This design comes from an exercise in tuning for small area, a short achievable clock period and few clock cycles per item on the open sky130 flow, not from production work.
In this exercise RTL edits were held to simulation tests only and were not proved equivalent to the original.
Power is estimated from default activity; no workload was simulated.

==> flow/design.v, too long to show whole: its modules and the start of the top module <==
// module gamma_lut: 1956 lines
// module ir_decoder: 155 lines
// module cmd_queue: 38 lines
// module out_stage: 86 lines
// module rgb_ir_block: 111 lines
module rgb_ir_block (
    input  wire        clk,
    input  wire        rst,           
    input  wire        op_valid,
    output wire        op_ready,
    input  wire [31:0] op_word,
    output reg         res_valid,     
    output reg  [7:0]  res_data,
    output wire        ir_valid,      
    output wire        ir_repeat,
    output wire [15:0] ir_addr,
    output wire [7:0]  ir_cmd,
    output wire [9:0]  duty_r,        
    output wire [9:0]  duty_g,
    output wire [9:0]  duty_b,
    output wire [2:0]  ch_en,
    output wire        gen_run,
    output wire        frame_ready,
    output reg         refused
);
  // ...
==> flow/run.sh <==
#!/bin/bash
# synth_recipe.tcl (not shown) runs the flow's synth.tcl, then flattens the netlist and writes it again
# the make line also repeats each setting of config.mk as NAME=value (left out here)
make -C /OpenROAD-flow-scripts/flow DESIGN_CONFIG=/design/flow/config.mk WORK_HOME=/design/flow/orfs CLKGATE_MAP_FILE= SYNTH_SCRIPT=/design/flow/synth_recipe.tcl finish
==> flow/config.mk <==
export PLATFORM = sky130hd
export DESIGN_NAME = rgb_ir_block
export DESIGN_NICKNAME = rgb_ir_block
export VERILOG_FILES = /design/flow/design.v
export SDC_FILE = /design/flow/constraint.sdc
export NUM_CORES = 4
export LEC_CHECK = 0
export ABC_AREA = 1
export CAP_MARGIN = 20
export CORE_MARGIN = 2
export CORE_UTILIZATION = 60
export SETUP_SLACK_MARGIN = 4.0
export SLEW_MARGIN = 20
export SYNTH_MEMORY_MAX_BITS = 65536
export TNS_END_PERCENT = 100
==> flow/constraint.sdc <==
create_clock -name core_clock -period 6.5 [get_ports {clk}]
set_input_delay 1.3000 -clock core_clock [delete_from_list [all_inputs] [get_ports {clk}]]
set_output_delay 1.3000 -clock core_clock [all_outputs]
set_load 0.01 [all_outputs]
==> reports/metrics.cfg, run 1 <==
[pwr]
p_seq_frac=0.389
power_mw=5.06

[layout]
final-seq-area_mm2=0.00713
utilization=0.791
n_all_inverters=264
clock_area_frac=0.0445
mostFrequentLayoutCell=nand2_1
syn2layout_area_growth_pct=29.4
n_all_buffers=256
top_register=u_queue.slot

[worst_setup_path]
cp.buffers_inverters=2
slowest_delay_ps=520
crit_path_end_kind=flip-flop
critPathRequiredTime_ps=6980
setup.worst_path.end=u_ir.out_valid$_SDFF_PP0_
rrSetupSlack_ps=3940
path_class=input pin to flip-flop

[job]
cap_violations=0

[timing]
setup_viol=0
drv_slew=0

[place]
dp_hpwl_um=41700
dp_cells=2775

[route]
vias=20000
top_layer=met5
drt-pass1-iter-count=14
ant_nets=0

[status]
run_status=timing/DRC/antenna clean

[floorplan]
design.die.area_mm2=0.0298

[synth]
synth.most_common_cell=nand2_1
synth_top_area_share=0.243
ys_top_cells_by_count=nand2_1, nor2_1, inv_1
synthFlopType=dfxtp_1
synth.distinct_cells=52
seq_area_frac_synth=0.416
synth-seq-cells=286
synthCells=2383
synth_area_leaders=edfxtp_1, dfxtp_1, nand2_1, nor2_1, nand3_1

[clock_tree]
root_buffer=clkbuf_16
cts_buffer_depth=3
cts-htree-levels=1
holdBufCountCts=0
worstSkewPairLatency_ps=570

[grt]
grt_max_degree=61
first_global_vias=18200

Testbench counts, summed over its fixed seeds: cycles 167,566, ops 160,000.
==> inputs of run 2 (changes only) <==
--- a/flow/config.mk
+++ b/flow/config.mk
@@ -12,4 +12,4 @@
 export SETUP_SLACK_MARGIN = 4.0
 export SLEW_MARGIN = 20
 export SYNTH_MEMORY_MAX_BITS = 65536
-export TNS_END_PERCENT = 100
+export TNS_END_PERCENT = 0
==> run 2 against run 1 <==
Effect of this change: still clean on timing, DRC and antenna; worst setup slack better by 210 ps; global-route usage down 3.5 points; final cell count down 3.4%; first-iteration DRC count down 25%; fmax up 7.5%; non-clock buffer count down 87; critical path depth down 8; clock skew down 4.8 ps; count of clock-buffer cells in the layout up 4; die area unchanged; critical path type is now flip-flop to primary output; critical endpoint is now duty_g[8]; largest cell class unchanged; largest power group unchanged.
==> reports/metrics.cfg, run 2 <==
[clock_tree]
cts_tree=built
root_buffer=clkbuf_16
cts_buffer_depth=3  ; unchanged
cts-htree-levels=1  ; unchanged
cts_buffers=29
path_clk_slew_ps=60
worstSkewPairLatency_ps=570  ; about the same
cts_sinks=286

[floorplan]
die_width_um=173
design.die.area_mm2=0.0298  ; unchanged
initial_core_util=0.611
io_pins=107
rows=61
coreArea_mm2=0.0279
die_h_um=173

[synth]
seq_area_frac_synth=0.416  ; unchanged
synthCells=2383  ; unchanged
synth_top_cell_by_area=edfxtp_1
yosysWarnings=4
syn_area_per_cell_um2=7.17
synth.most_common_cell=nand2_1
ys_top_cells_by_count=nand2_1, nor2_1, inv_1
synthFlopType=dfxtp_1
synthArstFlopShare=0
synth_area_leaders=edfxtp_1, dfxtp_1, nand2_1, nor2_1, nand3_1
synth-seq-cells=286  ; unchanged
synth_top_area_share=0.243  ; unchanged
synth.distinct_cells=52  ; unchanged
netlist_area_mm2=0.0171
synth-edff-count=138

[pwr]
p_int_mw=3.26
switching_share=0.320
vdd_drop_max_mv=0.187
p_sw_mw=1.53
p_seq_frac=0.410  ; +0.021
p_leak_nw=8.35
p_comb_frac=0.228
cellPowerDensity_mw_per_mm2=238
p_clk_frac=0.362

[grt]
first_global_vias=17100  ; -6.0%
grt_pass1_wl_um=93500
grt.total_usage=0.393
grt-ovfl-total=0
grt_antenna_before_repair=0
grt_max_degree=61  ; unchanged

[place]
dp_slack_ps=1750
gp_congestion=1.06
io_buffers=90
dp_hpwl_um=40100  ; -3.9%
dp_cells=2777  ; +0.072%

[layout]
fin_cells=2878
nets=2568
diodes=0
syn2layout_area_growth_pct=18.0
top_register=u_queue.slot
largestRegisters=u_queue.slot: 120 flops, u_ir.baseline: 16 flops, u_ir.e_d: 16 flops
drive_above_1_share=0.0976
mostFrequentLayoutCell=nand2_1
largest_reg_flops=120
final_cell_mix=nand2_1, nor2_1, inv_1

[timing]
hold_viol=0
setup_viol=0  ; unchanged
finalCritPeriodShare=0.435
final.setup_skew_ps=42.6
rsz0062_at_grt=yes
drv_slew=0  ; unchanged
final.min_clock_period_ps=2830
fmax_ghz=0.354
setup_tns_ps=0
setup_ws_ps=3670
max_slew_margin=0.338
worst_pin_slew_ps=989

[worst_setup_path]
slowest_delay_ps=590  ; +70 ps
ff2ff_path_depth=14
r2r_start=u_out.p0[3]$_SDFFE_PP0P_
cp.depth=1
setup.worst_path.end=duty_g[8]
path_class=flip-flop to primary output
slowest_stage=clkdlybuf4s50_1
crit_path_end_kind=primary output
rrSetupSlack_ps=3720  ; -220 ps
cp.arrival_ps=1530
path_cells=clkdlybuf4s50_1
worst_r2r_endpoint=u_out.comm_b[2]$_SDFFE_PP0P_
critPathRequiredTime_ps=5200  ; -1780 ps
crit_family=buffers and inverters
cp.buffers_inverters=1  ; -1
path_max_fanout=2
cp-start-kind=flip-flop
startpoint=u_out.comm_g[8]$_SDFFE_PP0P_

[worst_hold_path]
hp-class=flip-flop to flip-flop

[route]
routed_wl_um=61400
ant_nets=0  ; unchanged
top_layer=met4
post_drt_wl_per_cell_um=21.3
routed-wl-met2_um=27600
vias=18200  ; -8.9%
route.detailed.drc=0
drt-initial-drc-count=2727
wl_met1_um=22800
wl_met3_um=7480
via_per_inst=6.34
drt-pass1-iter-count=8  ; -6

[job]
cap_violations=0  ; unchanged

[status]
run_status=timing/DRC/antenna clean

run 2: cell types whose count changed in the layout (fill, tap and decap cells not counted), sizes merged, moves of 5 or more:
cell / before / now
clkdlybuf4s15: 30 / 7
buf: 178 / 79
clkdlybuf4s50: 1 / 46
clkbuf: 53 / 46
dlymetal6s2s: 1 / 6
dlygate4sd2: 28 / 22
nand2: 595 / 588
inv: 251 / 244
run 2: cell families (layout without fill, tap and decap cells):
| family | Yosys count | in the layout | synth area share |
|---|---|---|---|
| and+or+nand+nor | 1129 | 1129 | 0.273 |
| adders and majority gates | 52 | 52 | 0.0385 |
| DFF | 286 | 286 | 0.416 |
| muxes | 1 | 1 | 0.000586 |
| AOI/OAI and AO/OA | 506 | 506 | 0.165 |
| xor gates and xnor gates | 30 | 30 | 0.0154 |
| buffers and inverters | 377 | 480 | 0.0908 |
| other | 2 | 16 | 0.000440 |
run 2: per-stage QoR:
stage	hold slack (ps)	power, mW	cell area, um^2	utilization
5_1_grt	477	4.94	20100	0.721
3_5_place_dp	438	2.95	18200	0.652
4_1_cts	460	4.69	19800	0.707
6_report	460	4.80	20100	0.721
2_1_floorplan	421	2.64	17200	-
3_3_place_gp	428	2.95	18200	0.652
run 2: worst min-delay path by stage:
| stage | start | to | depth (start not counted) |
|---|---|---|---|
| floorplan | u_ir.cmd_sr[1]$_DFFE_PP_ | u_ir.cmd_sr[0]$_DFFE_PP_ | 0 |
| global placement | u_ir.cmd_sr[5]$_DFFE_PP_ | u_ir.last_cmd[5]$_DFFE_PP_ | 0 |
| detailed placement | u_ir.cmd_sr[4]$_DFFE_PP_ | u_ir.last_cmd[4]$_DFFE_PP_ | 0 |
| CTS | u_ir.cmd_sr[5]$_DFFE_PP_ | u_ir.last_cmd[5]$_DFFE_PP_ | 0 |
| global route | u_ir.cmd_sr[4]$_DFFE_PP_ | u_ir.last_cmd[4]$_DFFE_PP_ | 0 |
| finish | u_ir.cmd_sr[2]$_DFFE_PP_ | u_ir.last_cmd[2]$_DFFE_PP_ | 0 |
run 2: layer usage:
metal | global-route usage | vias to the layer above
li1 | - | 8164
met1 | 0.519 | 8332
met2 | 0.622 | 1432
met3 | 0.0642 | 305
met4 | 0.212 | 0
met5 | 0 | -
run 2: power groups by stage:
stage,sequential (mW),clock [mW],combinational [mW]
after floorplan,1.98,0,0.651
after global placement,2.00,0,0.945
after detailed placement,2.00,0,0.946
after CTS,1.96,1.73,1.00
after global routing,1.97,1.80,1.17
final,1.97,1.73,1.09
run 2: layout make-up:
class | instances | area (um^2)
multi-input cells | 1734 | 8880
fillers | 2252 | 7780
inverters | 259 | 1050
well taps | 378 | 473
clock buffers | 39 | 835
repair buffers | 169 | 1620
repair inverters | 2 | 15.0
clock inverters | 11 | 155
flip-flops and latches | 286 | 7120
run 2: what timing repair did:
item                                    4_1_cts  5_1_grt
resized for setup                           129      103
cloned                                        4        1
hold buffers                                  0        0
buffers inserted                             29       17
pin swaps                                    18       25
endpoints found under the setup margin      181      196
==> inputs of run 3 (changes only) <==
==> flow/flow/run.sh (new file) <==
#!/bin/bash
# The standard layout, except that the port buffers that buffer_ports
# inserts are plain buf_2 cells rather than the delay cells it picks by
# default. make's full output goes to standard.log; ORFS keeps each tool's
# log under orfs/logs/.
set -euo pipefail
export BUFFER_PORTS_ARGS="-buffer_cell sky130_fd_sc_hd__buf_2"
bash standard.sh > standard.log 2>&1
==> flow/standard.sh (new file) <==
#!/bin/bash
# synth_recipe.tcl (not shown) runs the flow's synth.tcl, then flattens the netlist and writes it again
# the make line also repeats each setting of config.mk as NAME=value (left out here)
make -C /OpenROAD-flow-scripts/flow DESIGN_CONFIG=/design/flow/config.mk WORK_HOME=/design/flow/orfs CLKGATE_MAP_FILE= SYNTH_SCRIPT=/design/flow/synth_recipe.tcl "${@:-finish}"
--- a/flow/config.mk
+++ b/flow/config.mk
@@ -8,7 +8,7 @@
 export ABC_AREA = 1
 export CAP_MARGIN = 20
 export CORE_MARGIN = 2
-export CORE_UTILIZATION = 60
+export CORE_UTILIZATION = 40
 export SETUP_SLACK_MARGIN = 4.0
 export SLEW_MARGIN = 20
 export SYNTH_MEMORY_MAX_BITS = 65536
removed: flow/run.sh
==> run 3 against run 2 <==
Effect of this change: still clean; via count down 2.9%; utilization fell by 24 points; count of clock-buffer cells in the layout grew 9; critical path type is now flip-flop to flip-flop; critical endpoint is now u_out.p2[0]$_SDFFE_PP0P_; highest routed layer unchanged.
==> reports/metrics.cfg, run 3 <==
[status]
run_status=timing/DRC/antenna clean

[worst_setup_path]
path_max_fanout=41  ; +39
cp-start-kind=flip-flop
path_cells=clkinv_1 > buf_6 > nand2_2 > nand2_1 > o21ai_2 > nand3_1 > nand2_1 > nand2_1 > a21oi_1 > nand2_1 > nand3_1 > nand2_1 > nand2_1 > a21oi_1
r2r_start=u_out.p0[4]$_SDFFE_PP0P_
path_class=flip-flop to flip-flop
slowest_stage=dfxtp_4
crit_path_frequent_cell=nand2_1
crit_family=simple AND/OR/NAND/NOR gates
crit_path_end_kind=flip-flop
startpoint=u_out.p0[4]$_SDFFE_PP0P_
cp.buffers_inverters=2  ; +1
cp.depth=14  ; +13
setup.worst_path.end=u_out.p2[0]$_SDFFE_PP0P_
rrSetupSlack_ps=3760  ; +40 ps
ff2ff_path_depth=14  ; unchanged
critPathRequiredTime_ps=6890  ; +1690 ps
worst_r2r_endpoint=u_out.p2[0]$_SDFFE_PP0P_
cp.arrival_ps=3130  ; +1600 ps
slowest_delay_ps=520  ; -70 ps

[grt]
grt.total_usage=0.306  ; -0.0875
grt-ovfl-total=0  ; unchanged
grt_max_degree=60  ; -1.6%
first_global_vias=16800  ; -1.5%
grt_pass1_wl_um=103000  ; +9.8%
grt_antenna_before_repair=0  ; unchanged

[clock_tree]
path_clk_slew_ps=60  ; about the same
worstSkewPairLatency_ps=550  ; -20 ps
root_buffer=clkbuf_16
cts_buffer_depth=3  ; unchanged
cts_tree=built
cts_sinks=286  ; unchanged
cts_buffers=34  ; +17%
cts-htree-levels=2  ; +1
holdBufCountCts=0  ; unchanged

[worst_hold_path]
hp-class=flip-flop to flip-flop

[layout]
utilization=0.479  ; -0.242
drive_above_1_share=0.134  ; +0.0366
syn2layout_area_growth_pct=18.0  ; unchanged
diodes=0  ; unchanged
finalInstanceArea_mm2=0.0201  ; unchanged
largestRegisters=u_queue.slot: 120 flops, u_ir.baseline: 16 flops, u_ir.e_d: 16 flops
top_register=u_queue.slot
nets=2572  ; +0.16%
mostFrequentLayoutCell=nand2_1
final_cell_mix=nand2_1, nor2_1, inv_1
largest_reg_flops=120  ; unchanged

[pwr]
cellPowerDensity_mw_per_mm2=245  ; +3.0%
p_leak_nw=8.41  ; +0.69%
p_sw_mw=1.63  ; +6.1%
p_comb_frac=0.231  ; +0.003
p_int_mw=3.31  ; +1.5%
p_clk_frac=0.370  ; +0.008
switching_share=0.329  ; +0.00962
p_seq_frac=0.399  ; -0.011
vdd_drop_max_mv=0.201  ; +7.6%

[synth]
synthArstFlopShare=0  ; unchanged
synth-edff-count=138  ; unchanged
synth.distinct_cells=52  ; unchanged
ys_top_cells_by_count=nand2_1, nor2_1, inv_1
synth_top_area_share=0.243  ; unchanged
netlist_area_mm2=0.0171  ; unchanged
synthCells=2383  ; unchanged
synth_area_leaders=edfxtp_1, dfxtp_1, nand2_1, nor2_1, nand3_1
synth.most_common_cell=nand2_1
synth-seq-cells=286  ; unchanged
synthFlopType=dfxtp_1
yosysWarnings=4  ; unchanged
syn_area_per_cell_um2=7.17  ; unchanged
synth_top_cell_by_area=edfxtp_1
seq_area_frac_synth=0.416  ; unchanged

[timing]
final.setup_skew_ps=22.5  ; -20.1 ps
max_slew_margin=0.306  ; -0.0319
worst_pin_slew_ps=1040  ; +47.7 ps
setup_viol=0  ; unchanged
fmax_ghz=0.365  ; +3.1%
setup_tns_ps=0  ; unchanged
rsz0062_at_grt=yes
drv_slew=0  ; unchanged
hold_viol=0  ; unchanged
final.min_clock_period_ps=2740  ; -86.3 ps
finalCritPeriodShare=0.422  ; -0.0133
setup_ws_ps=3760  ; +86.3 ps

[route]
drt-pass1-iter-count=6  ; -2
ant_nets=0  ; unchanged
route.detailed.drc=0  ; unchanged
post_drt_wl_per_cell_um=22.5  ; +5.5%
drt-initial-drc-count=1944  ; -29%
via_per_inst=5.80  ; -8.4%
vias=17700  ; -2.9%
routed_wl_um=68600  ; +12%

[floorplan]
design.die.area_mm2=0.0444  ; +49%
io_pins=107  ; unchanged
die_width_um=211  ; +22%
die_h_um=211  ; +22%
rows=75  ; +23%
initial_core_util=0.406  ; -0.205
coreArea_mm2=0.0420  ; +50%

[job]
cap_violations=0  ; unchanged

[place]
dp_slack_ps=2330  ; +574 ps
gp_congestion=1.04  ; -1.7%
dp_hpwl_um=48100  ; +20%
io_buffers=90  ; unchanged
post_dp_cell_area_mm2=0.0180  ; -1.4%

-- run 3: cell count changes in the layout (fill, tap and decap cells not counted), sizes merged --
| cell | change |
|---|---|
| buf | +84 |
| bufbuf | +1 |
| bufinv | -4 |
| clkbuf | +4 |
| clkdlybuf4s15 | -7 |
| clkdlybuf4s50 | -46 |
| clkinv | +3 |
| clkinvlp | +2 |
| dlygate4sd2 | -22 |
| dlymetal6s2s | -6 |
| inv | +2 |
-- run 3: cell type report --
cell class | count | area (um^2)
fillers | 4220 | 21900
multi-input cells | 1734 | 8940
flip-flops and latches | 286 | 7120
repair buffers | 168 | 1310
inverters | 259 | 1020
clock buffers | 48 | 987
well taps | 539 | 674
clock inverters | 14 | 78.8
repair inverters | 2 | 12.5
-- run 3: logic make-up after synthesis --
kind of cell / count (synthesis) / share of synthesized area
other: 2 / 0.000440
xor gates and xnor gates: 30 / 0.0154
DFF: 286 / 0.416
buffers and inverters: 377 / 0.0908
muxes: 1 / 0.000586
and+or+nand+nor: 1129 / 0.273
adders and majority gates: 52 / 0.0385
AOI/OAI and AO/OA: 506 / 0.165
-- run 3: metal layers --
| metal | global-route usage | vias to the layer above | wire length, um |
|---|---|---|---|
| li1 | - | 8188 | - |
| met1 | 0.391 | 8314 | 27700 |
| met2 | 0.494 | 920 | 31300 |
| met3 | 0.0491 | 276 | 5400 |
| met4 | 0.169 | 0 | 4320 |
| met5 | 0 | - | 0 |
-- run 3: power groups by stage --
stage	logic, mW	registers, mW	clock network (mW)
2_1_floorplan	0.651	1.98	0
3_3_place_gp	1.02	2.01	0
3_5_place_dp	1.01	2.00	0
4_1_cts	1.07	1.97	1.85
5_1_grt	1.23	1.97	1.91
6_report	1.14	1.97	1.83
-- run 3: worst min-delay path by stage --
stage                                   startpoint                    endpoint  slack [ps]  depth (start not counted)
after floorplan           u_ir.cmd_sr[1]$_DFFE_PP_    u_ir.cmd_sr[0]$_DFFE_PP_         420                          0
after global placement    u_ir.cmd_sr[5]$_DFFE_PP_  u_ir.last_cmd[5]$_DFFE_PP_         430                          0
after detailed placement  u_ir.cmd_sr[7]$_DFFE_PP_  u_ir.last_cmd[7]$_DFFE_PP_         440                          0
after CTS                 u_ir.cmd_sr[6]$_DFFE_PP_    u_ir.cmd_sr[5]$_DFFE_PP_         450                          0
after global routing      u_ir.cmd_sr[3]$_DFFE_PP_  u_ir.last_cmd[3]$_DFFE_PP_         470                          0
final                     u_ir.cmd_sr[6]$_DFFE_PP_    u_ir.cmd_sr[5]$_DFFE_PP_         450                          0
-- run 3: timing repair --
action,in CTS,in global routing
gates resized for setup,116,68
setup endpoints to repair,109,134
buffers inserted,34,12
pin swaps,12,13
cloned,5,0
-- run 3: per-stage QoR --
step	hold WS (ps)	cells	power (mW)
6_report	447	3050	4.94
5_1_grt	470	3050	5.11
4_1_cts	450	3038	4.89
3_5_place_dp	437	2937	3.01
3_3_place_gp	425	2937	3.03
2_1_floorplan	421	2397	2.64
==> inputs of run 4 (changes only) <==
--- a/flow/config.mk
+++ b/flow/config.mk
@@ -12,4 +12,4 @@
 export SETUP_SLACK_MARGIN = 4.0
 export SLEW_MARGIN = 20
 export SYNTH_MEMORY_MAX_BITS = 65536
-export TNS_END_PERCENT = 0
+export TNS_END_PERCENT = 100
==> run 4 against run 3 <==
Effect of this change: hold slack barely moved; combinational power rose by 9.6%; final cell count is 0.79% higher; first-iteration DRC count increased by 11%; largest power group unchanged.
==> reports/metrics.cfg, run 4 <==
[floorplan]
design.die.area_mm2=0.0444  ; unchanged
io_pins=107  ; unchanged
coreArea_mm2=0.0420  ; unchanged
die_h_um=211  ; unchanged
rows=75  ; unchanged
die_width_um=211  ; unchanged
initial_core_util=0.406  ; unchanged

[clock_tree]
cts_tree=built
path_clk_slew_ps=60  ; about the same
worstSkewPairLatency_ps=580  ; +30 ps
root_buffer=clkbuf_16
cts_buffer_depth=3  ; unchanged
cts-htree-levels=1  ; -1
holdBufCountCts=0  ; unchanged
cts_sinks=286  ; unchanged
cts_buffers=31  ; -8.8%

[pwr]
cellPowerDensity_mw_per_mm2=234  ; -4.5%
p_leak_nw=8.67  ; +3.2%
vdd_drop_max_mv=0.210  ; +4.3%

[route]
drt-initial-drc-count=2157  ; +11%
wl_met1_um=28400  ; +2.5%
route.detailed.drc=0  ; unchanged
routed_wl_um=69400  ; +1.1%
top_layer=met5
routed-wl-met2_um=31000  ; -0.68%
wl_met3_um=6240  ; +16%
ant_nets=0  ; unchanged
vias=17900  ; +0.97%
post_drt_wl_per_cell_um=22.6  ; +0.29%
drt-pass1-iter-count=8  ; +2
via_per_inst=5.81  ; +0.18%

[timing]
max_slew_margin=0.261  ; -0.0455
fmax_ghz=0.389  ; +6.6%
finalCritPeriodShare=0.396  ; -0.0260
setup_tns_ps=0  ; unchanged
setup_viol=0  ; unchanged
rsz0062_at_grt=yes
drv_slew=0  ; unchanged
hold_viol=0  ; unchanged
final.setup_skew_ps=25.8  ; +3.34 ps
final.min_clock_period_ps=2570  ; -169 ps
worst_pin_slew_ps=1100  ; +68.0 ps

[worst_setup_path]
critPathRequiredTime_ps=7010  ; +120 ps
path_max_fanout=54  ; +32%
startpoint=u_out.p0[4]$_SDFFE_PP0P_
cp-start-kind=flip-flop
cp.arrival_ps=3080  ; -50 ps
crit_path_end_kind=flip-flop
path_class=flip-flop to flip-flop
r2r_start=u_out.p0[4]$_SDFFE_PP0P_

[synth]
synthArstFlopShare=0  ; unchanged
synth-edff-count=138  ; unchanged
yosysWarnings=4  ; unchanged
synthSimpleGateAreaFrac=0.273  ; unchanged
synth.distinct_cells=52  ; unchanged
synth-compound-area-share=0.165  ; unchanged
muxShareOfSynthArea=0.000586  ; unchanged
netlist_area_mm2=0.0171  ; unchanged
synth_fa_ha_area_frac=0.0385  ; unchanged
synth_area_leaders=edfxtp_1, dfxtp_1, nand2_1, nor2_1, nand3_1
synth.most_common_cell=nand2_1
synth-seq-cells=286  ; unchanged
synth_top_area_share=0.243  ; unchanged
ys_top_cells_by_count=nand2_1, nor2_1, inv_1
synthXorXnorAreaFrac=0.0154  ; unchanged
syn_area_per_cell_um2=7.17  ; unchanged
synthCells=2383  ; unchanged
synth_top_family_by_area=simple AND/OR/NAND/NOR gates
synth_top_cell_by_area=edfxtp_1
seq_area_frac_synth=0.416  ; unchanged
synthFlopType=dfxtp_1

[layout]
largest_reg_flops=120  ; unchanged
largestRegisters=u_queue.slot: 120 flops, u_ir.baseline: 16 flops, u_ir.e_d: 16 flops
syn2layout_area_growth_pct=23.1
drive_above_1_share=0.188  ; +0.0540
top_register=u_queue.slot
final_cell_mix=nand2_1, nor2_1, inv_1
nets=2597  ; +0.97%
mostFrequentLayoutCell=nand2_1
fin_cells=3074  ; +0.79%
diodes=0  ; unchanged

[grt]
grt_max_degree=61  ; +1.7%
grt_pass1_wl_um=103000  ; +0.34%
grt_antenna_before_repair=3  ; +3
grt-ovfl-total=0  ; unchanged
grt.total_usage=0.304  ; -0.00194
first_global_vias=17000  ; +0.90%

[place]
dp_cells=2937  ; unchanged
io_buffers=90  ; unchanged
gp_congestion=0.999  ; -4.2%
dp_hpwl_um=47000  ; -2.3%

[worst_hold_path]
hp-class=flip-flop to flip-flop
hp-start=u_ir.cmd_sr[2]$_DFFE_PP_

[status]
run_status=timing/DRC/antenna clean

[job]
cap_violations=0  ; unchanged

==> run 4: cell counts after synthesis <==
Identical to the previous run, type by type.
==> run 4: what timing repair did <==
item                       4_1_cts  5_1_grt
setup endpoints to repair      132      110
buffers inserted                24       44
gates resized for setup        203      172
cloned                           8        3
pin swaps                       19       57
==> run 4: cell families (layout without fill, tap and decap cells) <==
family | count (synthesis) | after routing
AO/OA/AOI/OAI | 506 | 506
flip-flops | 286 | 286
other | 2 | 16
buffers and inverters | 377 | 512
XOR/XNOR | 30 | 30
multiplexers | 1 | 1
adder cells (fa/ha/maj) | 52 | 52
AND/OR/NAND/NOR | 1129 | 1132
==> run 4: per-layer routing <==
layer / vias to the layer above / GRT usage
met4: 2 / 0.159
li1: 8256 / -
met5: - / 0
met1: 8391 / 0.406
met3: 252 / 0.0468
met2: 968 / 0.476
==> run 4: cell type report <==
type,count,area [um^2]
Timing Repair Buffer,193,1690
Multi-Input combinational cell,1737,9440
Inverter,259,1120
Tap cell,539,674
Clock inverter,23,173
Sequential cell,286,7130
Timing Repair inverter,2,25.0
Fill cell,4164,21000
Clock buffer,35,791
==> run 4: path summary, 6_finish.rpt <==
check | to | slack, ps | depth (start not counted)
worst max-delay path | u_out.comm_b[1]$_SDFFE_PP0P_ | 3930 | 13
worst min-delay path | u_ir.last_cmd[2]$_DFFE_PP_ | 450 | 0
worst max register to register | u_out.comm_b[1]$_SDFFE_PP0P_ | 3930 | 13
worst min register to register | u_ir.last_cmd[2]$_DFFE_PP_ | 450 | 0
==> run 4: critical path, cell delays in order (launching register included) <==
cell	delay (ps)
dfxtp_2	400
buf_12	300
ha_1	200
buf_4	250
clkinv_4	200
nor2_1	190
o21ai_0	130
nand3_1	100
a21oi_1	100
a21oi_1	170
nand2_1	80
nand2_2	100
nand2_1	80
a21oi_2	160
==> run 4: where the power goes <==
group	internal [mW]	total [mW]	switching, mW
logic	0.395	1.25	0.856
clock network	0.953	1.70	0.745
registers	1.92	1.97	0.0513
total	3.27	4.92	1.65
==> run 4: per-stage QoR <==
| step | hold WS [ps] | area [um^2] | power (mW) | util | setup slack, ps |
|---|---|---|---|---|---|
| 6_report | 448 | 21000 | 4.92 | 0.500 | 3930 |
| 3_5_place_dp | 434 | 18100 | 2.99 | 0.430 | 2600 |
| 4_1_cts | 450 | 20000 | 4.79 | 0.477 | 3970 |
| 5_1_grt | 462 | 21000 | 5.10 | 0.500 | 3860 |
| 2_1_floorplan | 421 | 17300 | 2.64 | - | 3740 |
| 3_3_place_gp | 428 | 18100 | 3.00 | 0.430 | 2610 |
==> inputs of run 5 (changes only) <==
--- a/flow/config.mk
+++ b/flow/config.mk
@@ -9,6 +9,7 @@
 export CAP_MARGIN = 20
 export CORE_MARGIN = 2
 export CORE_UTILIZATION = 40
+export PLACE_DENSITY = 0.75
 export SETUP_SLACK_MARGIN = 4.0
 export SLEW_MARGIN = 20
 export SYNTH_MEMORY_MAX_BITS = 65536
==> run 5 against run 4 <==
Effect of this change: largest power group unchanged; still clean; worst setup slack got worse by 65 ps; critical path type is now input pin to flip-flop; final cell count fell by 0.75%; synthesized area did not move; synthesized cell count did not move; hold slack improved by 7.2 ps; design area fell by 0.52%; count of clock-buffer cells in the layout fell by 7.
==> reports/metrics.cfg, run 5 <==
[floorplan]
rows=75  ; unchanged
die_width_um=211  ; unchanged
die_h_um=211  ; unchanged
coreArea_mm2=0.0420  ; unchanged
io_pins=107  ; unchanged
initial_core_util=0.406  ; unchanged
design.die.area_mm2=0.0444  ; unchanged

[worst_setup_path]
cp-start-kind=input pin
path_class=input pin to flip-flop
cp.arrival_ps=3140  ; +60 ps
slowest_stage=nor2_1
path_cells=buf_2 > nor2_1 > nand3_2 > nor2_4 > nand2_2 > nor2_1 > nand3_1 > nand2_4 > buf_12 > nand2_8 > a21oi_4 > nand2_1 > inv_1
crit_path_frequent_cell=nor2_1
slowest_delay_ps=300  ; -100 ps
crit_path_end_kind=flip-flop
crit_family=simple AND/OR/NAND/NOR gates
cp.buffers_inverters=3  ; unchanged
critPathRequiredTime_ps=7000  ; about the same
path_max_fanout=5  ; -91%
rrSetupSlack_ps=4000  ; +70 ps

[layout]
largest_reg_flops=120  ; unchanged
final_cell_mix=nand2_1, nor2_1, inv_1
fill_cells=4024  ; -3.4%
fin_cells=3051  ; -0.75%
top_register=u_queue.slot
drive_above_1_share=0.198  ; +0.00992
utilization=0.498  ; -0.00259
largestRegisters=u_queue.slot: 120 flops, u_ir.baseline: 16 flops, u_ir.e_d: 16 flops
nets=2576  ; -0.81%
syn2layout_area_growth_pct=22.5
mostFrequentLayoutCell=nand2_1

[timing]
drv_slew=0  ; unchanged
worst_pin_slew_ps=1170  ; +69.5 ps
fmax_ghz=0.379  ; -2.5%
final.setup_skew_ps=22.8  ; -3.00 ps
rsz0062_at_grt=yes
hold_viol=0  ; unchanged
setup_tns_ps=0  ; unchanged
setup_viol=0  ; unchanged
max_slew_margin=0.214  ; -0.0465
final.min_clock_period_ps=2640  ; +65.3 ps
finalCritPeriodShare=0.406  ; +0.0100

[synth]
syn_area_per_cell_um2=7.17  ; unchanged
synthCells=2383  ; unchanged
synth_top_cell_by_area=edfxtp_1
synth.most_common_cell=nand2_1
synth.distinct_cells=52  ; unchanged
synth_area_leaders=edfxtp_1, dfxtp_1, nand2_1, nor2_1, nand3_1
yosysWarnings=4  ; unchanged
ys_top_cells_by_count=nand2_1, nor2_1, inv_1
synth-edff-count=138  ; unchanged
synth-seq-cells=286  ; unchanged
synthArstFlopShare=0  ; unchanged
seq_area_frac_synth=0.416  ; unchanged
synthFlopType=dfxtp_1
synth_top_area_share=0.243  ; unchanged
netlist_area_mm2=0.0171  ; unchanged

[clock_tree]
cts_sinks=286  ; unchanged
worstSkewPairLatency_ps=560  ; -20 ps
root_buffer=clkbuf_16
cts_buffer_depth=3  ; unchanged
path_clk_slew_ps=70  ; about the same
cts_buffers=26  ; -16%
cts-htree-levels=1  ; unchanged
cts_tree=built
holdBufCountCts=0  ; unchanged

[route]
vias=18100  ; +1.5%
ant_nets=0  ; unchanged
post_drt_wl_per_cell_um=23.1  ; +2.2%
drt-pass1-iter-count=6  ; -2
drt-initial-drc-count=2100  ; -2.6%
route.detailed.drc=0  ; unchanged
via_per_inst=5.95  ; +2.3%
routed_wl_um=70400  ; +1.5%

[grt]
grt_max_degree=61  ; unchanged
grt_antenna_before_repair=2  ; -1
grt-ovfl-total=0  ; unchanged
grt.total_usage=0.304  ; +0.000527
grt_pass1_wl_um=103000  ; -0.25%
first_global_vias=17000  ; +0.28%

[pwr]
cellPowerDensity_mw_per_mm2=226  ; -3.3%
vdd_drop_max_mv=0.189  ; -10%
p_seq_frac=0.418  ; +0.017
switching_share=0.343  ; +0.00725
p_leak_nw=8.44  ; -2.7%
p_clk_frac=0.322  ; -0.023
p_comb_frac=0.260  ; +0.006
p_int_mw=3.11  ; -4.8%
p_sw_mw=1.62  ; -1.7%

[place]
dp_cells=2931  ; -0.20%
dp_hpwl_um=47200  ; +0.53%
io_buffers=90  ; unchanged
gp_congestion=1.04  ; +3.6%

[status]
run_status=timing/DRC/antenna clean

[job]
cap_violations=0  ; unchanged

[worst_hold_path]
hp-class=flip-flop to flip-flop

run 5: cell types whose count changed in the layout (fill, tap and decap cells not counted), sizes merged:
cell      change
buf          -24
clkbuf        -7
clkinv        -5
clkinvlp      +2
diode         +3
inv           +1
nand2         +6
nand3         +1
run 5: repair_timing:
item | 4_1_cts | 5_1_grt
setup endpoints to repair | 105 | 110
pin swaps | 32 | 66
setup buffers | 30 | 23
resized for setup | 199 | 201
cloned | 14 | 2
run 5: stage by stage:
step	power, mW	hold WS [ps]	worst slack, ps	instance area, um^2
global route	4.89	460	3810	20900
detailed placement	2.99	438	2440	18100
floorplan	2.64	421	3740	17300
CTS	4.61	454	3920	20000
finish	4.74	455	3860	20900
global placement	2.99	425	2480	18100
run 5: final cells by class:
class / instances / area, um^2 / share of cell area
timing repair buffer: 169 / 1380 / 0.0658
multi-input combinational: 1744 / 9720 / 0.465
sequential: 286 / 7140 / 0.341
clock buffer: 28 / 658 / 0.0315
inverter: 259 / 1130 / 0.0541
clock inverter: 20 / 180 / 0.00861
antenna: 3 / 7.51 / 0.000359
tap: 539 / 674 / 0.0322
timing repair inverter: 3 / 36.3 / 0.00173
run 5: metal layers:
metal / vias to the layer above / share of wire / track usage
met5: - / 0 / 0
li1: 8206 / - / -
met4: 0 / 0.074 / 0.192
met2: 1191 / 0.46 / 0.495
met3: 310 / 0.094 / 0.0503
met1: 8436 / 0.37 / 0.377
run 5: worst paths after layout:
kind / from / end / cells past startpoint
worst max-delay path: op_word[21] / u_out.comm_b[5]$_SDFFE_PP0P_ / 13
worst min-delay path: u_ir.cmd_sr[3]$_DFFE_PP_ / u_ir.cmd_sr[2]$_DFFE_PP_ / 0
worst max register to register: u_out.p0[1]$_SDFFE_PP0P_ / u_out.p2[0]$_SDFFE_PP0P_ / 17
worst min register to register: u_ir.cmd_sr[3]$_DFFE_PP_ / u_ir.cmd_sr[2]$_DFFE_PP_ / 0
run 5: cells by family after synthesis:
family          after synthesis  synth area share
flops                       286             0.416
other cells                   2          0.000440
mux                           1          0.000586
compound gates              506             0.165
fa+ha+maj                    52            0.0385
buf+inv                     377            0.0908
simple gates               1129             0.273
xor+xnor                     30            0.0154
run 5: power by group through the flow:
stage                     registers [mW]  clock network, mW  logic, mW
after floorplan                     1.98                  0      0.657
after global placement              2.01                  0      0.982
after detailed placement            2.01                  0      0.977
after CTS                           1.97               1.54       1.10
after global routing                1.98               1.60       1.31
final                               1.98               1.52       1.23
==> inputs of run 6 (changes only) <==
--- a/flow/config.mk
+++ b/flow/config.mk
@@ -9,8 +9,7 @@
 export CAP_MARGIN = 20
 export CORE_MARGIN = 2
 export CORE_UTILIZATION = 40
-export PLACE_DENSITY = 0.75
-export SETUP_SLACK_MARGIN = 4.0
+export SETUP_SLACK_MARGIN = 4.2
 export SLEW_MARGIN = 20
 export SYNTH_MEMORY_MAX_BITS = 65536
 export TNS_END_PERCENT = 100
==> run 6 against run 5 <==
Effect of this change: critical path type unchanged; routed wire length rose by 5.4%; synthesized area unchanged; still clean on timing, DRC and antenna; largest power group unchanged; register-to-register slack gained 40 ps; design area up 9.0%; largest cell class unchanged.
==> reports/metrics.cfg, run 6 <==
[worst_setup_path]
crit_family=simple AND/OR/NAND/NOR gates
rrSetupSlack_ps=4040  ; +40 ps
cp.arrival_ps=3170  ; +30 ps
crit_path_end_kind=flip-flop
critPathRequiredTime_ps=6990  ; about the same
cp-start-kind=input pin
slowest_delay_ps=190  ; -110 ps
path_max_fanout=5  ; unchanged
path_class=input pin to flip-flop
slowest_stage=nor2_4
path_cells=buf_8 > nor2_4 > nand2_2 > nor2_4 > nand3_4 > nor2_4 > nand2_2 > nor2_2 > nand3_2 > nand2_8 > buf_12 > nand2_8 > nand2_2 > nand2_1 > a21oi_1
cp.buffers_inverters=2  ; -1

[clock_tree]
worstSkewPairLatency_ps=570  ; about the same
path_clk_slew_ps=60  ; about the same
cts_buffer_depth=3  ; unchanged
cts_buffers=30  ; +15%
cts_sinks=286  ; unchanged
root_buffer=clkbuf_16
cts_tree=built
cts-htree-levels=1  ; unchanged

[layout]
nets=2661  ; +3.3%
largestRegisters=u_queue.slot: 120 flops, u_ir.baseline: 16 flops, u_ir.e_d: 16 flops
mostFrequentLayoutCell=nand2_1
diodes=0  ; -3
syn2layout_area_growth_pct=33.5
fin_cells=3137  ; +2.8%
top_register=u_queue.slot
largest_reg_flops=120  ; unchanged
drive_above_1_share=0.269  ; +0.0710
final_cell_mix=nand2_1, nor2_1, inv_1

[route]
ant_nets=0  ; unchanged
drt-initial-drc-count=2050  ; -2.4%
route.detailed.drc=0  ; unchanged
drt-pass1-iter-count=6  ; unchanged
vias=18600  ; +2.3%
post_drt_wl_per_cell_um=23.7  ; +2.5%
routed_wl_um=74200  ; +5.4%
via_per_inst=5.92  ; -0.48%

[timing]
setup_viol=0  ; unchanged
hold_viol=0  ; unchanged
max_slew_margin=0.260  ; +0.0460
drv_slew=0  ; unchanged
finalCritPeriodShare=0.413  ; +0.00758
worst_pin_slew_ps=1110  ; -68.7 ps
rsz0062_at_grt=yes
setup_tns_ps=0  ; unchanged
final.min_clock_period_ps=2690  ; +49.3 ps
final.setup_skew_ps=14.3  ; -8.55 ps
fmax_ghz=0.372  ; -1.8%

[floorplan]
initial_core_util=0.406  ; unchanged
design.die.area_mm2=0.0444  ; unchanged
rows=75  ; unchanged
coreArea_mm2=0.0420  ; unchanged
die_width_um=211  ; unchanged
die_h_um=211  ; unchanged
io_pins=107  ; unchanged

[grt]
grt.total_usage=0.320  ; +0.0162
grt-ovfl-total=0  ; unchanged
first_global_vias=17600  ; +3.4%
grt_antenna_before_repair=1  ; -1
grt_max_degree=61  ; unchanged
grt_pass1_wl_um=108000  ; +4.9%

[pwr]
cellPowerDensity_mw_per_mm2=220  ; -2.6%
vdd_drop_max_mv=0.204  ; +7.8%
p_leak_nw=9.13  ; +8.2%
power_mw=5.02  ; +6.1%

[synth]
synth_top_cell_by_area=edfxtp_1
netlist_area_mm2=0.0171  ; unchanged
synth-edff-count=138  ; unchanged
seq_area_frac_synth=0.416  ; unchanged
synthFlopType=dfxtp_1
synth_top_area_share=0.243  ; unchanged
synth.distinct_cells=52  ; unchanged
synthCells=2383  ; unchanged
synth.most_common_cell=nand2_1
ys_top_cells_by_count=nand2_1, nor2_1, inv_1
yosysWarnings=4  ; unchanged
synth-seq-cells=286  ; unchanged
syn_area_per_cell_um2=7.17  ; unchanged
synth_area_leaders=edfxtp_1, dfxtp_1, nand2_1, nor2_1, nand3_1
synthArstFlopShare=0  ; unchanged

[job]
cap_violations=0  ; unchanged

[worst_hold_path]
hp-class=flip-flop to flip-flop

[place]
dp_hpwl_um=47100  ; -0.26%
io_buffers=90  ; unchanged
dp_cells=2934  ; +0.10%
gp_congestion=1.02  ; -1.3%

[status]
run_status=timing/DRC/antenna clean

## run 6: changes by cell type in the layout (fill, tap and decap cells not counted), moves of 13 or more
cell,before,now
buf_6,11,70
buf_4,59,107
buf_2,78,35
dfxtp_1,131,95
nor2_1,239,210
dfxtp_2,13,41
nor2_4,17,38
nand3_1,173,157
o21ai_0,158,142
o21ai_1,21,34
## run 6: per-layer routing
metal	vias to the layer above	share of wire	GRT usage	wire, um
met5	-	0.00022	0	16
met4	2	0.063	0.164	4650
met3	326	0.10	0.0688	7550
met2	1086	0.44	0.512	32900
met1	8749	0.39	0.409	29100
li1	8402	-	-	-
## run 6: kinds of logic after synthesis
family / count (synthesis) / share of synthesized area
AO/OA/AOI/OAI: 506 / 0.165
XOR/XNOR: 30 / 0.0154
adder cells (fa/ha/maj): 52 / 0.0385
buffers and inverters: 377 / 0.0908
flip-flops: 286 / 0.416
multiplexers: 1 / 0.000586
other: 2 / 0.000440
AND/OR/NAND/NOR: 1129 / 0.273
## run 6: repair_timing
action / in CTS / in global routing
gates resized for setup: 431 / 219
hold buffers: 0 / 0
pin swaps: 74 / 96
setup buffers: 84 / 40
gates cloned: 19 / 4
setup endpoints to repair: 201 / 190
hold endpoints to repair: 0 / 0
## run 6: path summary, 6_finish.rpt
path,from,end,cells after the start
worst max-delay path,op_word[18],u_out.comm_g[3]$_SDFFE_PP0P_,15
worst min-delay path,u_ir.cmd_sr[5]$_DFFE_PP_,u_ir.last_cmd[5]$_DFFE_PP_,0
worst max register to register,u_out.p0[2]$_SDFFE_PP0P_,u_out.comm_b[0]$_SDFFE_PP0P_,17
worst min register to register,u_ir.cmd_sr[5]$_DFFE_PP_,u_ir.last_cmd[5]$_DFFE_PP_,0
## run 6: area by class of cell
cell class,instances,area [um^2]
flip-flops and latches,286,7200
clock buffers,48,831
inverters,259,1140
clock inverters,8,78.8
well taps,539,674
fillers,3959,19200
repair inverters,2,32.5
repair buffers,248,2510
multi-input cells,1747,10300
## run 6: where the power goes
| part | leakage [nW] | switching, mW | internal [mW] |
|---|---|---|---|
| Clock | 0.450 | 0.702 | 0.915 |
| Sequential | 2.48 | 0.0612 | 1.92 |
| Combinational | 6.20 | 0.963 | 0.464 |
| Total | 9.13 | 1.73 | 3.30 |
## run 6: through the flow
stage / instance area (um^2) / hold slack [ps] / setup WS [ps] / utilization
after floorplan: 17400 / 421 / 3740 / -
after global placement: 18100 / 428 / 2090 / 0.430
after detailed placement: 18100 / 435 / 2070 / 0.430
after CTS: 21500 / 448 / 3960 / 0.512
after global routing: 22800 / 457 / 3770 / 0.542
final: 22800 / 447 / 3810 / 0.542
==> inputs of run 7 (changes only) <==
--- a/flow/config.mk
+++ b/flow/config.mk
@@ -9,7 +9,7 @@
 export CAP_MARGIN = 20
 export CORE_MARGIN = 2
 export CORE_UTILIZATION = 40
-export SETUP_SLACK_MARGIN = 4.2
+export SETUP_SLACK_MARGIN = 3.9
 export SLEW_MARGIN = 20
 export SYNTH_MEMORY_MAX_BITS = 65536
 export TNS_END_PERCENT = 100
==> run 7 against run 6 <==
Effect of this change: design area down 8.1%; sequential share of layout area rose by 2.4 points; first-iteration DRC count rose by 5.5%; critical path depth decreased by 2; count of clock-buffer cells in the layout shrank 4; clock power is 11% higher; largest power group unchanged.
==> reports/metrics.cfg, run 7 <==
[status]
run_status=timing/DRC/antenna clean

[timing]
final.setup_skew_ps=35.3  ; +21.0 ps
setup_ws_ps=3900  ; +85.6 ps
hold_ws_ps=446  ; -0.706 ps
max_slew_margin=0.201  ; -0.0599
finalCritPeriodShare=0.400  ; -0.0132
final.min_clock_period_ps=2600  ; -85.6 ps
hold_viol=0  ; unchanged
fmax_ghz=0.385  ; +3.3%
rsz0062_at_grt=yes
setup_viol=0  ; unchanged
drv_slew=0  ; unchanged
setup_tns_ps=0  ; unchanged
worst_pin_slew_ps=1190  ; +89.5 ps

[grt]
grt_max_degree=61  ; unchanged
first_global_vias=16700  ; -5.0%
grt_pass1_wl_um=102000  ; -5.7%
grt_antenna_before_repair=1  ; unchanged
grt-ovfl-total=0  ; unchanged
grt.total_usage=0.304  ; -0.0167

[place]
dp_hpwl_um=47700  ; +1.2%
post_dp_cell_area_mm2=0.0181  ; about the same
io_buffers=90  ; unchanged
dp_slack_ps=2630  ; +560 ps
gp_congestion=1.02  ; -0.28%
dp_cells=2940  ; +0.20%

[clock_tree]
cts_buffers=34  ; +13%
worstSkewPairLatency_ps=560  ; about the same
root_buffer=clkbuf_16
path_clk_slew_ps=60  ; about the same
cts_tree=built
holdBufCountCts=0  ; unchanged
cts-htree-levels=2  ; +1
cts_buffer_depth=3  ; unchanged
cts_sinks=286  ; unchanged

[worst_setup_path]
critPathRequiredTime_ps=6930  ; -60 ps
crit_family=simple AND/OR/NAND/NOR gates
path_cells=buf_6 > ha_4 > nand2_1 > nand2_4 > inv_1 > o21ai_0 > nand3_1 > a21oi_1 > a21oi_1 > nand2_1 > nand2_2 > nand2_1 > a21oi_1
slowest_delay_ps=370  ; +180 ps
crit_path_end_kind=flip-flop
path_max_fanout=13  ; +8
cp-start-kind=flip-flop
cp.arrival_ps=3030  ; -140 ps
cp.buffers_inverters=2  ; unchanged
path_class=flip-flop to flip-flop
slowest_stage=dfxtp_2

[synth]
synth_area_leaders=edfxtp_1, dfxtp_1, nand2_1, nor2_1, nand3_1
ys_top_cells_by_count=nand2_1, nor2_1, inv_1
synth_top_cell_by_area=edfxtp_1
syn_area_per_cell_um2=7.17  ; unchanged
synth.most_common_cell=nand2_1
synth_top_area_share=0.243  ; unchanged
seq_area_frac_synth=0.416  ; unchanged
yosysWarnings=4  ; unchanged
synthCells=2383  ; unchanged
synth-edff-count=138  ; unchanged
synth.distinct_cells=52  ; unchanged
synthArstFlopShare=0  ; unchanged
synthFlopType=dfxtp_1
synth-seq-cells=286  ; unchanged
netlist_area_mm2=0.0171  ; unchanged

[pwr]
p_seq_frac=0.396  ; +0.002
p_clk_frac=0.361  ; +0.039
vdd_drop_max_mv=0.161  ; -21%
p_sw_mw=1.66  ; -3.9%
p_int_mw=3.33  ; +0.95%
p_comb_frac=0.243  ; -0.041
p_leak_nw=8.60  ; -5.8%
cellPowerDensity_mw_per_mm2=238  ; +8.0%
switching_share=0.333  ; -0.0110

[worst_hold_path]
hp-class=flip-flop to flip-flop

[route]
drt-pass1-iter-count=6  ; unchanged
routed_wl_um=70300  ; -5.2%
drt-initial-drc-count=2163  ; +5.5%
post_drt_wl_per_cell_um=22.9  ; -3.4%
vias=17900  ; -3.5%
via_per_inst=5.82  ; -1.6%
route.detailed.drc=0  ; unchanged
ant_nets=0  ; unchanged

[floorplan]
coreArea_mm2=0.0420  ; unchanged
design.die.area_mm2=0.0444  ; unchanged
rows=75  ; unchanged
die_h_um=211  ; unchanged
die_width_um=211  ; unchanged
initial_core_util=0.406  ; unchanged
io_pins=107  ; unchanged

[layout]
largestRegisters=u_queue.slot: 120 flops, u_ir.baseline: 16 flops, u_ir.e_d: 16 flops
syn2layout_area_growth_pct=22.6
fin_cells=3078  ; -1.9%
finalInstanceArea_mm2=0.0209  ; -8.1%
top_register=u_queue.slot
largest_reg_flops=120  ; unchanged
diodes=0  ; unchanged
drive_above_1_share=0.177  ; -0.0918
nets=2601  ; -2.3%
final_cell_mix=nand2_1, nor2_1, inv_1
mostFrequentLayoutCell=nand2_1

[job]
cap_violations=0  ; unchanged

==> run 7: cell types whose count changed in the layout (fill, tap and decap cells not counted), sizes merged <==
cell,delta
clkinvlp,-3
nor2,-2
nand3,-1
clkbuf,-4
nand2,-9
clkinv,+11
buf,-47
bufbuf,-4
==> run 7: kinds of logic after synthesis <==
logic type | synth area share
adders and majority gates | 0.0385
other | 0.000440
and+or+nand+nor | 0.273
xor gates and xnor gates | 0.0154
muxes | 0.000586
DFF | 0.416
AOI/OAI and AO/OA | 0.165
buffers and inverters | 0.0908
==> run 7: layer usage <==
metal  up-vias  global-route usage  wire, um  share of wire
li1       8233                   -         -              -
met1      8418               0.396     28700           0.41
met2      1007               0.489     31700           0.45
met3       259              0.0555      6240          0.089
met4         2               0.144      3750          0.053
met5         -                   0        13        0.00018
==> run 7: path summary, 6_finish.rpt <==
kind / start / end / slack (ps) / depth (start not counted)
setup / recovery: u_out.p0[2]$_SDFFE_PP0P_ / u_out.p2[1]$_SDFFE_PP0P_ / 3900 / 13
hold / removal: u_ir.cmd_sr[6]$_DFFE_PP_ / u_ir.cmd_sr[5]$_DFFE_PP_ / 450 / 0
hold reg to reg: u_ir.cmd_sr[6]$_DFFE_PP_ / u_ir.cmd_sr[5]$_DFFE_PP_ / 450 / 0
setup reg to reg: u_out.p0[2]$_SDFFE_PP0P_ / u_out.p2[1]$_SDFFE_PP0P_ / 3900 / 13
==> run 7: layout make-up <==
type | count | area [um^2]
Inverter | 259 | 1110
Clock buffer | 44 | 952
Clock inverter | 17 | 88.8
Sequential cell | 286 | 7120
Multi-Input combinational cell | 1735 | 9350
Timing Repair Buffer | 197 | 1640
Timing Repair inverter | 1 | 8.76
Fill cell | 4181 | 21100
Tap cell | 539 | 674
==> run 7: metrics by stage <==
step	util	power [mW]
2_1_floorplan	-	2.64
3_3_place_gp	0.430	3.03
3_5_place_dp	0.430	3.01
4_1_cts	0.469	4.87
5_1_grt	0.498	5.15
6_report	0.498	4.99
==> run 7: power by group through the flow <==
stage	Sequential, mW	Clock (mW)	Combinational, mW
detailed placement	2.00	0	1.01
floorplan	1.98	0	0.656
finish	1.97	1.80	1.21
global placement	2.01	0	1.02
global route	1.97	1.89	1.29
CTS	1.97	1.83	1.07
==> run 7: what timing repair did <==
item,4_1_cts,5_1_grt
buffers inserted,19,49
setup endpoints to repair,102,105
cloned,1,7
resized for setup,127,198
pin swaps,9,46
==> inputs of run 8 (changes only) <==
--- a/flow/config.mk
+++ b/flow/config.mk
@@ -9,7 +9,7 @@
 export CAP_MARGIN = 20
 export CORE_MARGIN = 2
 export CORE_UTILIZATION = 40
-export SETUP_SLACK_MARGIN = 3.9
+export SETUP_SLACK_MARGIN = 4.0
 export SLEW_MARGIN = 20
 export SYNTH_MEMORY_MAX_BITS = 65536
-export TNS_END_PERCENT = 100
+export TNS_END_PERCENT = 30
==> run 8 against run 7 <==
Effect of this change: register-to-register slack got worse by 20 ps; clock power is essentially flat; hold slack gained 3.2 ps; critical endpoint is now u_out.ticks[6]$_SDFFE_PP0P_; sequential power hardly changed; power rose by 1.6%; non-clock buffer count rose by 29; still clean; fmax decreased by 3.3%; die area unchanged; largest cell class unchanged; global-route usage grew 0.68 points; flip-flop and latch count is the same; largest power group unchanged.
==> reports/metrics.cfg, run 8 <==
[worst_hold_path]
hp-class=flip-flop to flip-flop

[layout]
largest_reg_flops=120  ; unchanged
drive_above_1_share=0.207  ; +0.0298
diodes=0  ; unchanged
fin_cells=3104  ; +0.84%
nets=2627  ; +1.0%
largestRegisters=u_queue.slot: 120 flops, u_ir.baseline: 16 flops, u_ir.e_d: 16 flops
final_cell_mix=nand2_1, nor2_1, inv_1
top_register=u_queue.slot
utilization=0.510  ; +0.0118
syn2layout_area_growth_pct=25.5
mostFrequentLayoutCell=nand2_1

[route]
vias=18000  ; +0.22%
drt-initial-drc-count=2013  ; -6.9%
routed_wl_um=71200  ; +1.3%
ant_nets=0  ; unchanged
drt-pass1-iter-count=5  ; -1
route.detailed.drc=0  ; unchanged
via_per_inst=5.79  ; -0.62%
post_drt_wl_per_cell_um=22.9  ; +0.42%

[timing]
hold_viol=0  ; unchanged
setup_viol=0  ; unchanged
rsz0062_at_grt=yes
worst_pin_slew_ps=1010  ; -183 ps
fmax_ghz=0.372  ; -3.3%
drv_slew=0  ; unchanged
finalCritPeriodShare=0.414  ; +0.0136
final.min_clock_period_ps=2690  ; +88.4 ps
max_slew_margin=0.323  ; +0.123
setup_tns_ps=0  ; unchanged
final.setup_skew_ps=13.3  ; -21.9 ps

[synth]
synth_top_cell_by_area=edfxtp_1
synth-seq-cells=286  ; unchanged
seq_area_frac_synth=0.416  ; unchanged
synth.most_common_cell=nand2_1
yosysWarnings=4  ; unchanged
synth_area_leaders=edfxtp_1, dfxtp_1, nand2_1, nor2_1, nand3_1
synthCells=2383  ; unchanged
netlist_area_mm2=0.0171  ; unchanged
synth_top_area_share=0.243  ; unchanged
synthArstFlopShare=0  ; unchanged
synth.distinct_cells=52  ; unchanged
syn_area_per_cell_um2=7.17  ; unchanged
ys_top_cells_by_count=nand2_1, nor2_1, inv_1
synthFlopType=dfxtp_1
synth-edff-count=138  ; unchanged

[worst_setup_path]
path_cells=buf_6 > nor2_4 > nand2_4 > nor2_4 > nand3_4 > buf_6 > nor2_4 > nand2_2 > nor2_4 > nand3_2 > nand2_4 > nand2_8 > buf_12 > clkinvlp_4 > buf_8 > nand2_4 > a21oi_2
cp-start-kind=input pin
crit_path_frequent_cell=nor2_4
slowest_stage=buf_8
path_max_fanout=7  ; -6
cp.arrival_ps=3210  ; +180 ps
cp.buffers_inverters=5  ; +3
path_class=input pin to flip-flop
crit_family=simple AND/OR/NAND/NOR gates
crit_path_end_kind=flip-flop
rrSetupSlack_ps=3880  ; -20 ps
slowest_delay_ps=170  ; -200 ps
critPathRequiredTime_ps=7020  ; +90 ps

[clock_tree]
cts_buffers=31  ; -8.8%
root_buffer=clkbuf_16
path_clk_slew_ps=60  ; about the same
worstSkewPairLatency_ps=590  ; +30 ps
cts_buffer_depth=3  ; unchanged
cts-htree-levels=1  ; -1
cts_tree=built
cts_sinks=286  ; unchanged

[pwr]
vdd_drop_max_mv=0.196  ; +21%
p_leak_nw=8.77  ; +2.0%
cellPowerDensity_mw_per_mm2=236  ; -0.77%

[grt]
first_global_vias=17000  ; +1.7%
grt-ovfl-total=0  ; unchanged
grt_pass1_wl_um=105000  ; +2.8%
grt_max_degree=61  ; unchanged
grt.total_usage=0.310  ; +0.00682
grt_antenna_before_repair=1  ; unchanged

[floorplan]
io_pins=107  ; unchanged
die_width_um=211  ; unchanged
rows=75  ; unchanged
die_h_um=211  ; unchanged
design.die.area_mm2=0.0444  ; unchanged
initial_core_util=0.406  ; unchanged
coreArea_mm2=0.0420  ; unchanged

[place]
io_buffers=90  ; unchanged
dp_hpwl_um=47900  ; +0.40%
dp_cells=2942  ; +0.068%
gp_congestion=0.995  ; -2.3%

[status]
run_status=timing/DRC/antenna clean

[job]
cap_violations=0  ; unchanged

[run 8: cell counts after synthesis]
No cell type changed its count.
[run 8: area by class of cell]
type                            count  area, um^2
Timing Repair Buffer              226        1960
Inverter                          259        1070
Sequential cell                   286        7140
Timing Repair inverter              1        7.51
Fill cell                        4173       20600
Multi-Input combinational cell   1735        9540
Tap cell                          539         674
Clock inverter                     21         224
Clock buffer                       37         830
[run 8: metal layers]
metal / wire, um / vias to the layer above / track usage
met5: 13 / - / 0
met4: 4030 / 2 / 0.143
met3: 5630 / 267 / 0.0421
met2: 32300 / 895 / 0.503
met1: 29200 / 8500 / 0.413
li1: - / 8295 / -
[run 8: metrics by stage]
| step | power (mW) | worst slack [ps] | hold WS (ps) | area, um^2 |
|---|---|---|---|---|
| 4_1_cts | 4.91 | 3710 | 452 | 20300 |
| 6_report | 5.07 | 3810 | 450 | 21400 |
| 3_5_place_dp | 3.00 | 2260 | 437 | 18100 |
| 3_3_place_gp | 3.01 | 2270 | 427 | 18100 |
| 5_1_grt | 5.24 | 3720 | 465 | 21400 |
| 2_1_floorplan | 2.64 | 3740 | 421 | 17300 |
[run 8: what timing repair did]
item | 4_1_cts | 5_1_grt
pin swaps | 23 | 56
hold buffers | 0 | 0
endpoints found under the setup margin | 117 | 129
setup buffers | 37 | 57
cloned | 8 | 2
resized for setup | 184 | 203
[run 8: final timing paths]
check                           start                     endpoint  cells after the start
max                       op_word[24]  u_out.ticks[6]$_SDFFE_PP0P_                     17
min          u_ir.cmd_sr[6]$_DFFE_PP_   u_ir.last_cmd[6]$_DFFE_PP_                      0
max reg2reg  u_out.p0[4]$_SDFFE_PP0P_     u_out.p2[0]$_SDFFE_PP0P_                     14
min reg2reg  u_ir.cmd_sr[6]$_DFFE_PP_   u_ir.last_cmd[6]$_DFFE_PP_                      0
[run 8: worst register-to-register path, stage by stage (launching register included)]
cell and delay (ps):
dfxtp_4 490, clkinv_1 140, buf_8 240, nand2_2 240, nand2_1 120, o21ai_1 330, nand3_1 140, nand2_1 80
nand2_1 50, a21oi_1 140, nand2_1 120, nand3_1 110, nand2_2 120, nand2_1 80, a21oi_1 60
[run 8: where the power goes]
group          internal (mW)  switching, mW
clock                   1.07          0.751
sequential              1.92         0.0537
combinational          0.391          0.878
[run 8: cells by family after synthesis]
logic type	synth area share
AO/OA/AOI/OAI	0.165
XOR/XNOR	0.0154
adder cells (fa/ha/maj)	0.0385
buffers and inverters	0.0908
flip-flops	0.416
multiplexers	0.000586
other	0.000440
AND/OR/NAND/NOR	0.273
==> inputs of run 9 (changes only) <==
--- a/flow/config.mk
+++ b/flow/config.mk
@@ -9,7 +9,9 @@
 export CAP_MARGIN = 20
 export CORE_MARGIN = 2
 export CORE_UTILIZATION = 40
+export CTS_CLUSTER_DIAMETER = 80
+export CTS_CLUSTER_SIZE = 40
 export SETUP_SLACK_MARGIN = 4.0
 export SLEW_MARGIN = 20
 export SYNTH_MEMORY_MAX_BITS = 65536
-export TNS_END_PERCENT = 30
+export TNS_END_PERCENT = 100
==> run 9 against run 8 <==
Effect of this change: still clean; combinational power is essentially flat; die area stayed put; flip-flop and latch count unchanged; critical path depth is 2 lower; first-iteration DRC count rose by 6.7%; sequential power about the same; utilization is 0.77 points lower; clock skew up 2.9 ps; final cell count is 1.2% lower; synthesized cell count stayed put; synthesized area did not move; non-clock buffer count fell by 16; largest cell class unchanged; largest power group unchanged.
==> reports/metrics.cfg, run 9 <==
[layout]
top_register=u_queue.slot
final-seq-area_mm2=0.00714  ; about the same
largestRegisters=u_queue.slot: 120 flops, u_ir.baseline: 16 flops, u_ir.e_d: 16 flops
fin_cells=3068  ; -1.2%
nets=2603  ; -0.91%
syn2layout_area_growth_pct=23.7
multi_input_area_mm2=0.00962  ; +0.83%
utilization=0.502  ; -0.00771
largest_reg_flops=120  ; unchanged
drive_above_1_share=0.209  ; +0.00224
fill_cells=4134  ; -0.93%
final_cell_mix=nand2_1, nor2_1, inv_1
mostFrequentLayoutCell=nand2_1

[worst_setup_path]
cp-start-kind=input pin
crit_path_end_kind=flip-flop
path_max_fanout=9  ; +2
path_cells=buf_2 > nor2_4 > nand2_2 > nor2_4 > nand3_4 > nor2_4 > nand2_2 > nor2_1 > nand3_1 > nand2_4 > nand2_8 > buf_16 > clkinv_16 > nand2_1 > a21oi_1
slowest_delay_ps=230  ; +60 ps
path_class=input pin to flip-flop
crit_path_frequent_cell=nor2_4
critPathRequiredTime_ps=6960  ; -60 ps
r2r_start=u_out.p0[2]$_SDFFE_PP0P_
cp.arrival_ps=3090  ; -120 ps
startpoint=op_word[27]
slowest_stage=buf_16

[timing]
setup_viol=0  ; unchanged
final.setup_skew_ps=16.3  ; +2.91 ps
drv_slew=0  ; unchanged
setup_tns_ps=0  ; unchanged
rsz0062_at_grt=yes
fmax_ghz=0.380  ; +2.2%
max_slew_margin=0.241  ; -0.0818
finalCritPeriodShare=0.405  ; -0.00885
final.min_clock_period_ps=2630  ; -57.5 ps
hold_viol=0  ; unchanged
worst_pin_slew_ps=1130  ; +122 ps

[grt]
grt.total_usage=0.305  ; -0.00581
grt_pass1_wl_um=103000  ; -1.1%
grt_max_degree=61  ; unchanged
first_global_vias=16900  ; -0.33%
grt-ovfl-total=0  ; unchanged
grt_antenna_before_repair=3  ; +2

[synth]
synth-edff-count=138  ; unchanged
synth-seq-cells=286  ; unchanged
synth_top_area_share=0.243  ; unchanged
synthArstFlopShare=0  ; unchanged
synthCells=2383  ; unchanged
seq_area_frac_synth=0.416  ; unchanged
synth.distinct_cells=52  ; unchanged
synth-compound-area-share=0.165  ; unchanged
syn_area_per_cell_um2=7.17  ; unchanged
synthFlopType=dfxtp_1
synth_top_cell_by_area=edfxtp_1
synth.most_common_cell=nand2_1
synthSimpleGateAreaFrac=0.273  ; unchanged
synthXorXnorAreaFrac=0.0154  ; unchanged
synth_area_leaders=edfxtp_1, dfxtp_1, nand2_1, nor2_1, nand3_1
ys_top_cells_by_count=nand2_1, nor2_1, inv_1
synth_fa_ha_area_frac=0.0385  ; unchanged
yosysWarnings=4  ; unchanged
netlist_area_mm2=0.0171  ; unchanged
synth_top_family_by_area=simple AND/OR/NAND/NOR gates
muxShareOfSynthArea=0.000586  ; unchanged

[floorplan]
io_pins=107  ; unchanged
die_h_um=211  ; unchanged
design.die.area_mm2=0.0444  ; unchanged
die_width_um=211  ; unchanged
rows=75  ; unchanged
initial_core_util=0.406  ; unchanged
coreArea_mm2=0.0420  ; unchanged

[pwr]
vdd_drop_max_mv=0.166  ; -15%
cellPowerDensity_mw_per_mm2=216  ; -8.5%
power_mw=4.57  ; -9.9%
p_leak_nw=8.61  ; -1.9%

[clock_tree]
cts_buffers=19  ; -39%
worstSkewPairLatency_ps=530  ; -60 ps
root_buffer=clkbuf_16
cts_sinks=286  ; unchanged
cts_tree=built
cts-htree-levels=1  ; unchanged
cts_buffer_depth=3  ; unchanged
path_clk_slew_ps=90  ; +30 ps
holdBufCountCts=0  ; unchanged

[job]
cap_violations=0  ; unchanged

[route]
drt-initial-drc-count=2147  ; +6.7%
post_drt_wl_per_cell_um=23.1  ; +0.62%
vias=18100  ; +0.81%
via_per_inst=5.90  ; +2.0%
drt-pass1-iter-count=8  ; +3
route.detailed.drc=0  ; unchanged
routed_wl_um=70800  ; -0.55%
ant_nets=0  ; unchanged

[place]
io_buffers=90  ; unchanged
dp_hpwl_um=47000  ; -1.8%
gp_congestion=0.999  ; +0.38%
dp_cells=2937  ; -0.17%

[status]
run_status=timing/DRC/antenna clean

[worst_hold_path]
hp-start=u_ir.cmd_sr[2]$_DFFE_PP_
hp-class=flip-flop to flip-flop

==> run 9: cell counts after synthesis <==
No cell type changed its count.
==> run 9: metal layers <==
metal | up-vias | share of wire | track usage
met2 | 1009 | 0.44 | 0.481
met5 | - | 0 | 0
met4 | 0 | 0.060 | 0.146
met3 | 298 | 0.095 | 0.0485
met1 | 8549 | 0.41 | 0.409
li1 | 8249 | - | -
==> run 9: critical path, delay by kind of cell <==
kind	cells	cell delay [ps]
AOI/OAI and AO/OA	1	130
buffers and inverters	3	450
and+or+nand+nor	11	1180
==> run 9: worst paths after layout <==
check | slack (ps) | endpoint | depth (start not counted)
setup / recovery | 3870 | u_out.ticks[6]$_SDFFE_PP0P_ | 15
hold / removal | 460 | u_ir.last_cmd[2]$_DFFE_PP_ | 0
setup reg to reg | 3970 | u_out.comm_b[3]$_SDFFE_PP0P_ | 16
hold reg to reg | 460 | u_ir.last_cmd[2]$_DFFE_PP_ | 0
==> run 9: cell families (layout without fill, tap and decap cells) <==
family                   count (synthesis)  count (layout)
AO/OA/AOI/OAI                          506             506
flip-flops                             286             286
XOR/XNOR                                30              30
multiplexers                             1               1
adder cells (fa/ha/maj)                 52              52
other                                    2              17
AND/OR/NAND/NOR                       1129            1132
buffers and inverters                  377             505
==> run 9: where the power goes <==
part / switching, mW / internal, mW / total, mW
registers: 0.0557 / 1.92 / 1.97
clock network: 0.719 / 0.580 / 1.30
logic: 0.886 / 0.407 / 1.29
total: 1.66 / 2.91 / 4.57
==> run 9: final cells by class <==
cell class	count	share of cell area
clock inverter	13	0.00652
antenna	1	0.000118
tap	539	0.0319
sequential	286	0.338
timing repair buffer	210	0.0904
inverter	259	0.0525
multi-input combinational	1737	0.455
clock buffer	20	0.0227
timing repair inverter	3	0.00249
==> run 9: stage by stage <==
stage | setup WS (ps) | cell area (um^2) | hold WS [ps]
after floorplan | 3740 | 17300 | 421
after global placement | 2610 | 18100 | 428
after detailed placement | 2600 | 18100 | 434
after CTS | 3830 | 20100 | 457
after global routing | 3800 | 21100 | 469
final | 3870 | 21100 | 457
==> run 9: what timing repair did <==
item,4_1_cts,5_1_grt
gates resized for setup,257,174
hold endpoints to repair,0,0
setup buffers,36,42
pin swaps,33,54
setup endpoints to repair,130,129
gates cloned,13,6

[re-timing with driven ports]
Ports are ideal in the flow. The routed layouts listed here were re-timed in OpenROAD.
Step 1 sets driving cells, clkbuf_16 on the clock port and buf_2 on the other inputs (assumed; they add their load-dependent delay and slew).
Step 2 also shifts input and output timing later by t, the mid clock arrival at the registers, as if the neighbouring blocks saw the same clock.
Three values: no drivers, after step 1, after step 2; two values: the first two.
run | t, ns | setup slack, ns | worst register clock-pin slew, ns | pins driven straight from the clock port
run 1 | 0.611 | 3.463 / 3.487 / 2.876 | 0.07 / 0.07 | 1
run 2 | 0.605 | 3.673 / 3.620 / 3.123 | 0.07 / 0.07 | 1
run 3 | 0.585 | 3.759 / 3.759 / 3.260 | 0.06 / 0.06 | 1
run 4 | 0.621 | 3.928 / 3.928 / 3.341 | 0.07 / 0.07 | 1
run 5 | 0.599 | 3.863 / 3.892 / 3.293 | 0.07 / 0.07 | 1
run 6 | 0.609 | 3.814 / 3.819 / 3.210 | 0.06 / 0.06 | 1
run 7 | 0.585 | 3.899 / 3.857 / 3.272 | 0.06 / 0.06 | 1
run 8 | 0.631 | 3.811 / 3.824 / 3.193 | 0.06 / 0.06 | 1
run 9 | 0.575 | 3.868 / 3.880 / 3.305 | 0.11 / 0.11 | 1
After both steps every run listed still meets setup and hold. The setup slack of run 7, which loses most, moves by -0.042 ns with the drivers and by -0.627 ns with both steps.
